This is an optimization exercise on Yosys and OpenROAD, whose aim is small area, a short achievable clock period and few clock cycles per item, not a production implementation. Only simulation tests tie the RTL to the original design; equivalence was not proved.

Setup of PW:
==> flow/design.v (excerpt) <==
module lbm_dsp (
    input  wire         clk,
    input  wire         rst,
    input  wire         in_valid,
    output wire         in_ready,
    input  wire [1:0]   in_op,        
    input  wire         in_mode,      
    input  wire [7:0]   in_raw,       
    input  wire [159:0] in_audio,     
    output reg          out_valid,
    output reg  [6:0]   out_target,
    output wire [15:0]  out_vu,
    output wire [7:0]   out_r,
    output wire [7:0]   out_g,
    output wire [7:0]   out_b
);
Size: roughly 150 flip-flops, about 220 I/O pins.
export LEC_CHECK = 0
export ABC_AREA = 1
export CAP_MARGIN = 20
export CORE_MARGIN = 2
export CORE_UTILIZATION = 55
export SLEW_MARGIN = 50
create_clock -name core_clock -period 70.0 [get_ports {clk}]
standard.sh (not shown) runs the stock make flow with config.mk's settings and CLKGATE_MAP_FILE= SYNTH_SCRIPT=/design/flow/synth_recipe.tcl, a recipe that flattens the netlist after the stock synthesis.
==> flow/flow/run.sh <==
#!/bin/bash
# The standard layout (standard.sh), with three changes to how it is built:
#  - synthesis is the standard one (synth_recipe.tcl and ORFS's synth.tcl,
#    unchanged) except that ABC maps the logic with flow/abc_area.script, an
#    area-oriented &nf mapping, in place of ORFS's abc_area.script. ORFS's
#    scripts are copied to abc_scripts/ with that one file replaced, and
#    only the synth step is run with SCRIPTS_DIR pointing there. Flip-flops
#    are mapped by dfflibmap before ABC runs, so the registers are the
#    standard synthesis's;
#  - port buffers are sky130_fd_sc_hd__buf_1 (buffer_ports -buffer_cell)
#    instead of the cell buffer_ports picks by itself;
#  - clock tree synthesis adds no dummy loads and builds the tree of
#    sky130_fd_sc_hd__clkbuf_8 only.
# Every tool's output goes to the ORFS logs under orfs/logs; make's own
# output goes to synth.log and standard.log here.
set -euo pipefail
rm -rf abc_scripts
cp -r "$FLOW_HOME/scripts" abc_scripts
cp flow/abc_area.script abc_scripts/abc_area.script
export BUFFER_PORTS_ARGS="-buffer_cell sky130_fd_sc_hd__buf_1"
export CTS_ARGS="-sink_clustering_enable -repair_clock_nets -dont_use_dummy_load -buf_list sky130_fd_sc_hd__clkbuf_8"
SCRIPTS_DIR="$PWD/abc_scripts" bash standard.sh synth > synth.log 2>&1
bash standard.sh finish > standard.log 2>&1
==> flow/flow/abc_area.script <==
strash
&get -n
&dch -f
&nf -R 1000 -p
&put
PW did not stop at any stage, and its layout met the timing, design-rule and antenna checks.
Testbench counts of PW, summed over its fixed seeds: cycles 16,016, items 16,000.
Modified inputs, MS compared to PW
--- a/flow/config.mk
+++ b/flow/config.mk
@@ -10,3 +10,3 @@
 export CORE_MARGIN = 2
 export CORE_UTILIZATION = 55
-export SLEW_MARGIN = 50
+export SLEW_MARGIN = 60
==> run notes <==
As far as depth of the most critical reg-to-reg path goes, PW and MS are indistinguishable; the numbers are identical. Routed via count, MS vs PW: down slightly. Across both runs, first-iteration DRC count was lower for MS than for PW.

* * *

Setup of red:
Another version of the RTL of lbm_dsp (not shown whole).
Size: about 150 flip-flops, ~12000 um^2 of cells after synthesis.
Design lbm_dsp, start of the top module:
module lbm_dsp (
    input  wire         clk,
    input  wire         rst,
    input  wire         in_valid,
    output wire         in_ready,
    input  wire [1:0]   in_op,        
    input  wire         in_mode,      
    input  wire [7:0]   in_raw,       
    input  wire [159:0] in_audio,     
    output reg          out_valid,
    output reg  [6:0]   out_target,
    output wire [15:0]  out_vu,
    output wire [7:0]   out_r,
    output wire [7:0]   out_g,
    output wire [7:0]   out_b
);
==> flow/config.mk <==
export PLATFORM = sky130hd
export DESIGN_NAME = lbm_dsp
export DESIGN_NICKNAME = lbm_dsp
export VERILOG_FILES = /design/flow/design.v
export SDC_FILE = /design/flow/constraint.sdc
export NUM_CORES = 4
export LEC_CHECK = 0
export ABC_AREA = 1
export CAP_MARGIN = 20
export CORE_MARGIN = 2
export CORE_UTILIZATION = 55
export SLEW_MARGIN = 20
==> flow/constraint.sdc <==
create_clock -name core_clock -period 70.0 [get_ports {clk}]
set_input_delay 14.0000 -clock core_clock [delete_from_list [all_inputs] [get_ports {clk}]]
set_output_delay 14.0000 -clock core_clock [all_outputs]
set_load 0.01 [all_outputs]
==> flow/flow/run.sh <==
#!/bin/bash
# The standard layout, with two changes to how it is built:
#  - port buffers are sky130_fd_sc_hd__buf_1 (buffer_ports -buffer_cell)
#    instead of the cell buffer_ports picks by itself;
#  - clock tree synthesis adds no dummy loads and builds the tree of
#    sky130_fd_sc_hd__clkbuf_8 only.
# Every tool's output goes to the ORFS logs under orfs/logs; make's own
# output goes to standard.log here.
set -euo pipefail
export BUFFER_PORTS_ARGS="-buffer_cell sky130_fd_sc_hd__buf_1"
export CTS_ARGS="-sink_clustering_enable -repair_clock_nets -dont_use_dummy_load -buf_list {sky130_fd_sc_hd__clkbuf_4 sky130_fd_sc_hd__clkbuf_8}"
bash standard.sh finish > standard.log 2>&1
red went all the way through synthesis, placement and routing and the layout is clean on timing, DRC and antenna.
Testbench counts of red, summed over its fixed seeds: cycles 16,016, items 16,000.
Changes in blue relative to red:
-- flow/flow/run.sh --
<<< red, line 5
>>> blue, line 5
#  - the resizer's timing repair (floorplan, CTS and global-route steps) aims
#    for a setup slack of 54.9 ns at the design's 70 ns clock, so that it
#    works on the slowest input-to-register paths;
<<< red, line 11
export CTS_ARGS="-sink_clustering_enable -repair_clock_nets -dont_use_dummy_load -buf_list {sky130_fd_sc_hd__clkbuf_4 sky130_fd_sc_hd__clkbuf_8}"
>>> blue, line 14
export SETUP_SLACK_MARGIN=54.9
export CTS_ARGS="-sink_clustering_enable -repair_clock_nets -dont_use_dummy_load -buf_list sky130_fd_sc_hd__clkbuf_8"
Results
blue | stages: all done | timing, DRC, antenna: all pass. Run comparison: red slowest cell on the critical path sky130_fd_sc_hd__buf_1; blue slowest cell on the critical path sky130_fd_sc_hd__a221oi_2. Relative to red, the routability congestion estimate measured on blue has decreased by a few percent. The via count reported for blue is higher than the one for red. [compare] base=red new=blue: core occupancy in the finished layout went up; final HPWL from detailed placement went up.
Input changes introduced in green (baseline for comparison: blue):
-- flow/flow/run.sh --
<<< blue, line 5
#  - the resizer's timing repair (floorplan, CTS and global-route steps) aims
#    for a setup slack of 54.9 ns at the design's 70 ns clock, so that it
#    works on the slowest input-to-register paths;
>>> green, line 5
<<< blue, line 14
export SETUP_SLACK_MARGIN=54.9
>>> green, line 11
--- outcome ---
On green: total vias in the final route is 2.5% lower than what blue gave.
Changes observed in green relative to blue: via density per instance has decreased; final area has decreased; wire length has decreased.
Comparing blue and green, the higher number of post-CTS setup repair buffers was measured on blue.
met1 wire length down 2.2% in green wrt blue
Modified inputs, orange compared to green
-- flow/flow/run.sh --
<<< green, line 11
export CTS_ARGS="-sink_clustering_enable -repair_clock_nets -dont_use_dummy_load -buf_list sky130_fd_sc_hd__clkbuf_8"
>>> orange, line 11
export CTS_ARGS="-sink_clustering_enable -repair_clock_nets -dont_use_dummy_load -buf_list sky130_fd_sc_hd__clkbuf_8 -sink_clustering_size 30"
## What came out
Looking at the reports, green completed the entire flow and the layout it produced met the timing, design-rule and antenna checks.
orange | stages: all done | timing, DRC, antenna: all pass
From green to orange the numbers moved as follows: synthesized cell count level; number of nets with antenna violations after routing has remained practically unchanged.
The max capacitance violation total on green is in line with that on orange.
Wire length came out exactly the same in green and orange.

[what the ideal ports hide]
No port has a modelled driver above. Below, the same layouts with a new extraction and two added sets of constraints. Step 1: set_driving_cell puts a clkbuf_16 on clk and a buf_2 on each other input, an assumption about the parent block. Step 2 moves the port delays by t, midway between the first and last clock arrival at a register: inputs arrive t later, outputs are due t later. That takes back most of the time a late clock gives input paths. a / b / c = ideal ports / drivers / drivers and shift; a / b = the first two.
run | t, ns | slack for setup (ns) | worst setup path after step 2 | worst slew at a driven data input, ns | pins driven straight from the clock port
PW | 0.488 | 54.097 / 54.110 / 53.622 | input to register | 0.05 | 1
MS | 0.488 | 54.115 / 54.135 / 53.647 | input to register | 0.05 | 1
red | 0.489 | 54.143 / 54.164 / 53.675 | input to register | 0.08 | 1
blue | 0.478 | 54.583 / 54.578 / 54.100 | input to register | 0.07 | 1
green | 0.489 | 54.143 / 54.164 / 53.675 | input to register | 0.08 | 1
orange | 0.489 | 54.143 / 54.164 / 53.675 | input to register | 0.08 | 1
After both steps setup and hold are still met in every run listed. The setup slack of blue, which loses most, moves by -0.005 ns with the drivers and by -0.483 ns with both steps.
